Background: an optimization exercise with open tools, aiming at small area. Do not read the settings as production practice.
Only simulation tests tie the RTL to the original design; equivalence was not proved.
Power figures rest on the tool's default switching activity, not on a simulated workload.

## old
==> flow/design.v <==
module brotocol_master #(
    parameter N_A   = 5,
    parameter N_D   = 1,
    parameter K     = 1000,
    parameter REQ_W = 32
) (
    input  wire             clk,
    input  wire             rst,
    input  wire             m_start,
    input  wire [REQ_W-1:0] m_addr,
    input  wire [REQ_W-1:0] m_data,
    input  wire             m_drv_fault,
    input  wire             bus_in,
    output wire             m_drive_low,
    output reg              m_busy,
    output reg              m_done,
    output reg  [2:0]       m_result
);
    reg [3:0]     m_idx;
    reg [3:0]     m_u;
    reg [N_A-1:0] m_a;
    reg [N_D-1:0] m_d;
    wire pz, pe;
    brotocol_mpre #(.K(K)) u_pre (
        .clk (clk),
        .clr (!m_busy),
        .z   (pz),
        .e   (pe)
    );
    reg long_sym;
    always @(*) begin
        case (m_idx)
            4'd1:    long_sym = 1'b1;
            4'd2:    long_sym = m_a[0];
            4'd3:    long_sym = m_a[1];
            4'd4:    long_sym = m_a[2];
            4'd5:    long_sym = m_a[3];
            4'd6:    long_sym = m_a[4];
            4'd8:    long_sym = m_d[0];
            default: long_sym = 1'b0;
        endcase
    end
    assign m_drive_low = m_busy &&
        (m_idx == 4'd0 || (!m_u[3] && (long_sym || m_u[2:1] == 2'b00)));
    wire valid  = (m_addr[REQ_W-1:N_A] == 0) && (m_data[REQ_W-1:N_D] == 0);
    wire q_a    = (m_idx == 4'd7);
    wire q_d    = (m_idx == 4'd9);
    wire u_last = (m_u == 4'd9);
    wire sp     = (q_a || q_d) && m_u == 4'd5 && pz;
    wire nack   = sp && bus_in;
    wire ok     = u_last && pe && q_d;
    wire fin    = m_drv_fault || nack || ok;
    wire usage  = !m_busy && m_start && !valid;
    always @(posedge clk) begin
        if (rst) begin
            m_busy   <= 1'b0;
            m_result <= 3'd0;
            m_done   <= 1'b0;
        end else begin
            m_busy <= m_busy ? !fin : (m_start && valid);
            m_done <= m_busy ? fin : usage;
            if (usage)
                m_result <= 3'd4;
            else if (m_busy && fin)
                m_result <= {1'b0,
                             m_drv_fault || (nack && q_d),
                             m_drv_fault || (nack && q_a)};
        end
    end
    always @(posedge clk) begin
        if (!m_busy) begin
            m_idx <= 4'd0;
            m_u   <= 4'd0;
            m_a   <= m_addr[N_A-1:0];
            m_d   <= m_data[N_D-1:0];
        end else if (pe) begin
            m_u <= u_last ? 4'd0 : m_u + 1'b1;
            if (u_last)
                m_idx <= m_idx + 1'b1;
        end
    end
endmodule
module brotocol_mpre #(
    parameter K = 1000
) (
    input  wire clk,
    input  wire clr,
    output wire z,
    output wire e
);
    localparam [9:0] TAPS = 10'h240;
    localparam [9:0] S0   = 10'h70;
    localparam [9:0] END  = 10'h238;
    localparam [9:0] POL  = 10'h2aa;
    reg  [9:0] cr;
    wire [9:0] c = cr ^ POL;
    assign z = (c == S0);
    assign e = (c == END);
    wire fb = ^(c & TAPS) ^ e;
    always @(posedge clk) begin
        if (clr)
            cr <= S0 ^ POL;
        else
            cr <= {c[8:0], fb} ^ POL;
    end
endmodule
module brotocol_slave #(
    parameter N_A = 5,
    parameter N_D = 1,
    parameter K   = 1000
) (
    input  wire           clk,
    input  wire           rst,
    input  wire           bus_in,
    input  wire           s_drv_fault,
    input  wire [N_A-1:0] cfg_own_address,
    output wire           s_drive_low,
    output reg            s_rx_valid,
    output reg  [N_D-1:0] s_rx_data,
    output reg            s_hal_fail
);
    localparam [3:0] P_IDLE = 4'd7;
    reg [N_A-1:0] own_address;
    reg [3:0]     pos;
    reg           md;      
    reg           aw;      
    reg           ak;      
    reg           ls;      
    reg           ir;      
    reg           line_prev;
    assign s_drive_low = ak;
    wire line = bus_in;
    wire exp;
    wire p_idle = !pos[3] && pos[0];
    wire p_done = !pos[3] && !pos[0];
    wire p_data = pos[3] && pos[2] && pos[1];
    wire p_addr = pos[3] && !(pos[2] && pos[1]);
    wire p_last = pos[3] && pos[2] && pos[0];      
    wire [7:0] own_ext = {3'b000, own_address};
    wire own_bit = own_ext[pos[2:0]];
    wire x_hal  = exp && ak && s_drv_fault;         
    wire x_idle = exp && (p_done || x_hal);         
    wire rxv    = exp && p_done && !s_drv_fault;
    wire aw1 = aw && !exp;
    wire ls1 = exp ? line : ls;
    wire ir1 = ir || (exp && ak);
    wire ev   = line ^ line_prev;
    wire fall = ev && !line;
    wire rise = ev && line && !(ir1 && !x_idle);
    wire in_idle = p_idle || x_idle;
    wire in_ad   = (p_addr || p_data) && !x_idle;
    wire f_ad   = fall && in_ad && !aw1;
    wire f_bit  = f_ad && !p_last;                           
    wire f_fin  = f_ad && p_last && !(p_addr && md);         
    wire f_ack  = f_fin && !s_drv_fault;
    wire f_hal  = f_fin && s_drv_fault;
    wire r_bit  = rise && in_ad && !p_last && (aw1 || !ls1);
    wire r_bit1 = !aw1;
    wire r_start = rise && p_idle && !exp && !aw && !ls;
    wire ld15 = fall && in_idle;
    wire ld5  = f_bit;
    wire ld8  = f_ack;
    wire step = r_bit || r_start || f_ack;
    wire keep = !x_idle && (
        !ev ||
        (ev && line && ir1) ||
        ld15 || ld5 || step);
    brotocol_stmr #(.K(K)) u_tmr (
        .clk  (clk),
        .rst  (rst),
        .ld15 (ld15),
        .ld5  (ld5),
        .ld8  (ld8),
        .exp  (exp)
    );
    always @(posedge clk) begin
        line_prev <= bus_in;
        if (rst) begin
            own_address <= cfg_own_address;
            pos         <= P_IDLE;
            md          <= 1'b0;
            aw          <= 1'b0;
            ak          <= 1'b0;
            ls          <= 1'b1;
            ir          <= 1'b0;
            s_rx_valid  <= 1'b0;
            s_rx_data   <= 1'b0;
            s_hal_fail  <= 1'b0;
        end else begin
            s_rx_valid <= rxv;
            if (rxv)
                s_rx_data <= md;
            s_hal_fail <= x_hal || f_hal;
            if (!keep) begin
                pos <= P_IDLE;
                md  <= 1'b0;
                aw  <= ld15;
                ak  <= 1'b0;
                ls  <= 1'b1;
                ir  <= 1'b0;
            end else begin
                if (step)
                    pos <= pos + 1'b1;
                if (r_bit && (p_addr ? (own_bit ^ r_bit1) : r_bit1))
                    md <= 1'b1;
                aw <= aw1 || ld15 || ld5 || ld8;
                ak <= (ak && !exp) || ld8;
                ls <= ls1;
                ir <= ir1 && !ev;
            end
        end
    end
endmodule
module brotocol_stmr #(
    parameter K = 1000
) (
    input  wire clk,
    input  wire rst,
    input  wire ld15,
    input  wire ld5,
    input  wire ld8,
    output wire exp
);
    localparam [13:0] TAPS = 14'h2106;
    localparam [13:0] S15  = 14'hd;
    localparam [13:0] S5   = 14'h3;
    localparam [13:0] S8   = 14'h340c;
    localparam [13:0] E    = 14'h2000;
    localparam [13:0] POL  = 14'h2aaa;
    localparam [13:0] ZERO = 14'h0;
    reg  [13:0] tr;
    wire [13:0] t = tr ^ POL;
    assign exp = (t == E);
    wire fb = ^(t & TAPS) & !exp;
    always @(posedge clk) begin
        if (rst)
            tr <= POL;
        else if (ld15)
            tr <= S15 ^ POL;
        else
            tr <= ({t[12:0], fb} | (ld5 ? S5 : ZERO) | (ld8 ? S8 : ZERO)) ^ POL;
    end
endmodule
module brotocol_engine (
    input  wire        clk,
    input  wire        rst,
    input  wire        m_start,
    input  wire [31:0] m_addr,
    input  wire [31:0] m_data,
    input  wire        m_drv_fault,
    output wire        m_drive_low,
    output wire        m_busy,
    output wire        m_done,
    output wire [2:0]  m_result,
    input  wire        s_drv_fault,
    input  wire [4:0]  cfg_own_address,
    output wire        s_drive_low,
    output wire        s_rx_valid,
    output wire [0:0]  s_rx_data,
    output wire        s_hal_fail,
    input  wire        bus_in
);
    localparam N_A   = 5;
    localparam N_D   = 1;
    localparam K     = 1000;
    localparam REQ_W = 32;
    brotocol_master #(.N_A(N_A), .N_D(N_D), .K(K), .REQ_W(REQ_W)) u_master (
        .clk         (clk),
        .rst         (rst),
        .m_start     (m_start),
        .m_addr      (m_addr),
        .m_data      (m_data),
        .m_drv_fault (m_drv_fault),
        .bus_in      (bus_in),
        .m_drive_low (m_drive_low),
        .m_busy      (m_busy),
        .m_done      (m_done),
        .m_result    (m_result)
    );
    brotocol_slave #(.N_A(N_A), .N_D(N_D), .K(K)) u_slave (
        .clk             (clk),
        .rst             (rst),
        .bus_in          (bus_in),
        .s_drv_fault     (s_drv_fault),
        .cfg_own_address (cfg_own_address),
        .s_drive_low     (s_drive_low),
        .s_rx_valid      (s_rx_valid),
        .s_rx_data       (s_rx_data),
        .s_hal_fail      (s_hal_fail)
    );
endmodule
export LEC_CHECK = 0
export CAP_MARGIN = 20
export CORE_MARGIN = 2
export CORE_UTILIZATION = 40
export PLACE_DENSITY = 0.6
export SLEW_MARGIN = 20
create_clock -name core_clock -period 10.0 [get_ports {clk}]
standard.sh (not shown) runs the stock make flow with config.mk's settings and CLKGATE_MAP_FILE= SYNTH_SCRIPT=/design/flow/synth_recipe.tcl, a recipe that flattens the netlist after the stock synthesis.
==> flow/flow/run.sh <==
#!/bin/bash
# Standard layout (the standard.sh) with these changes:
#  - synthesis maps logic with an area-oriented ABC script (flow/abc_area.script)
#    in place of ORFS's abc_speed.script; everything else in synthesis
#    (synth_recipe.tcl: -nofsm -noshare, flatten, rename) is unchanged, so the
#    registers are the standard synthesis's;
#  - port buffers use the smallest buffer cell (every port still gets one);
#  - clock tree synthesis uses clkbuf_4 and adds no dummy loads.
# make's output goes to synth.log and flow.log; each tool's log is in orfs/logs.
set -euo pipefail
here=$(pwd)
sd=$here/scripts_abc
rm -rf "$sd"; mkdir -p "$sd"
for f in "$FLOW_HOME"/scripts/*; do ln -s "$f" "$sd/$(basename "$f")"; done
rm "$sd/abc_speed.script"
cp "$here/flow/abc_area.script" "$sd/abc_speed.script"
export BUFFER_PORTS_ARGS="-buffer_cell sky130_fd_sc_hd__buf_1"
export CTS_ARGS="-sink_clustering_enable -repair_clock_nets -dont_use_dummy_load -buf_list sky130_fd_sc_hd__clkbuf_4"
bash standard.sh synth SCRIPTS_DIR="$sd" > synth.log 2>&1
bash standard.sh > flow.log 2>&1
==> flow/flow/abc_area.script <==
&get -n
&st
&syn2
&dch
&nf -R 1000
&st
&syn2
&dch
&nf -R 1000
&st
&dch -f
&nf -R 1000
&put
Inputs modified between old and new:
diff --git a/flow/design.v b/flow/design.v
--- a/flow/design.v
+++ b/flow/design.v
@@ -227,7 +227,6 @@
     localparam [13:0] S8   = 14'h340c;
     localparam [13:0] E    = 14'h2000;
     localparam [13:0] POL  = 14'h2aaa;
-    localparam [13:0] ZERO = 14'h0;
     reg  [13:0] tr;
     wire [13:0] t = tr ^ POL;
     assign exp = (t == E);
@@ -237,8 +236,12 @@
             tr <= POL;
         else if (ld15)
             tr <= S15 ^ POL;
+        else if (ld5)
+            tr <= S5 ^ POL;
+        else if (ld8)
+            tr <= S8 ^ POL;
         else
-            tr <= ({t[12:0], fb} | (ld5 ? S5 : ZERO) | (ld8 ? S8 : ZERO)) ^ POL;
+            tr <= {t[12:0], fb} ^ POL;
     end
 endmodule
 module brotocol_engine (
==> comparison <==
- new finished end to end and its layout was clean on timing, DRC and antenna.
- Changes observed in new relative to old: detailed route wirelength on metal2 shows an increase of 40 um, switching power total shows a reduction of 1.0%, non-clock buffer count shows an increase of 1, first-iteration DRC count shows a reduction of about 11%, share of the final layout cell area in sequential cells shows a reduction of 0.64 points.
- Against old, new comes in 43 um^2 higher on cell area after layout.
- Sort new and old by fraction of area in multi-input gates, ascending, and old comes first.

[separate check: timing with driven ports]
In the flow no input, the clock included, has a driving cell. The finished layouts below were timed again as built, in two steps.
Step 1: set_driving_cell puts a clkbuf_16 on clk and a buf_2 on each other input, an assumption about the parent block.
Step 2 moves the port delays by t, midway between the first and last clock arrival at a register: inputs arrive t later, outputs are due t later. That takes back most of the time a late clock gives input paths.
Three values: ideal, step 1, step 2; two values: the first two.
run | t, ns | slack for setup (ns) | pins driven straight from the clock port
old | 0.401 | 5.652 / 5.645 / 5.244 | 1
new | 0.401 | 6.037 / 6.011 / 5.721 | 1
After both steps every run listed still meets setup and hold. For old, which loses most, drivers alone change the setup slack by -0.007 ns; drivers and shift together by -0.408 ns.
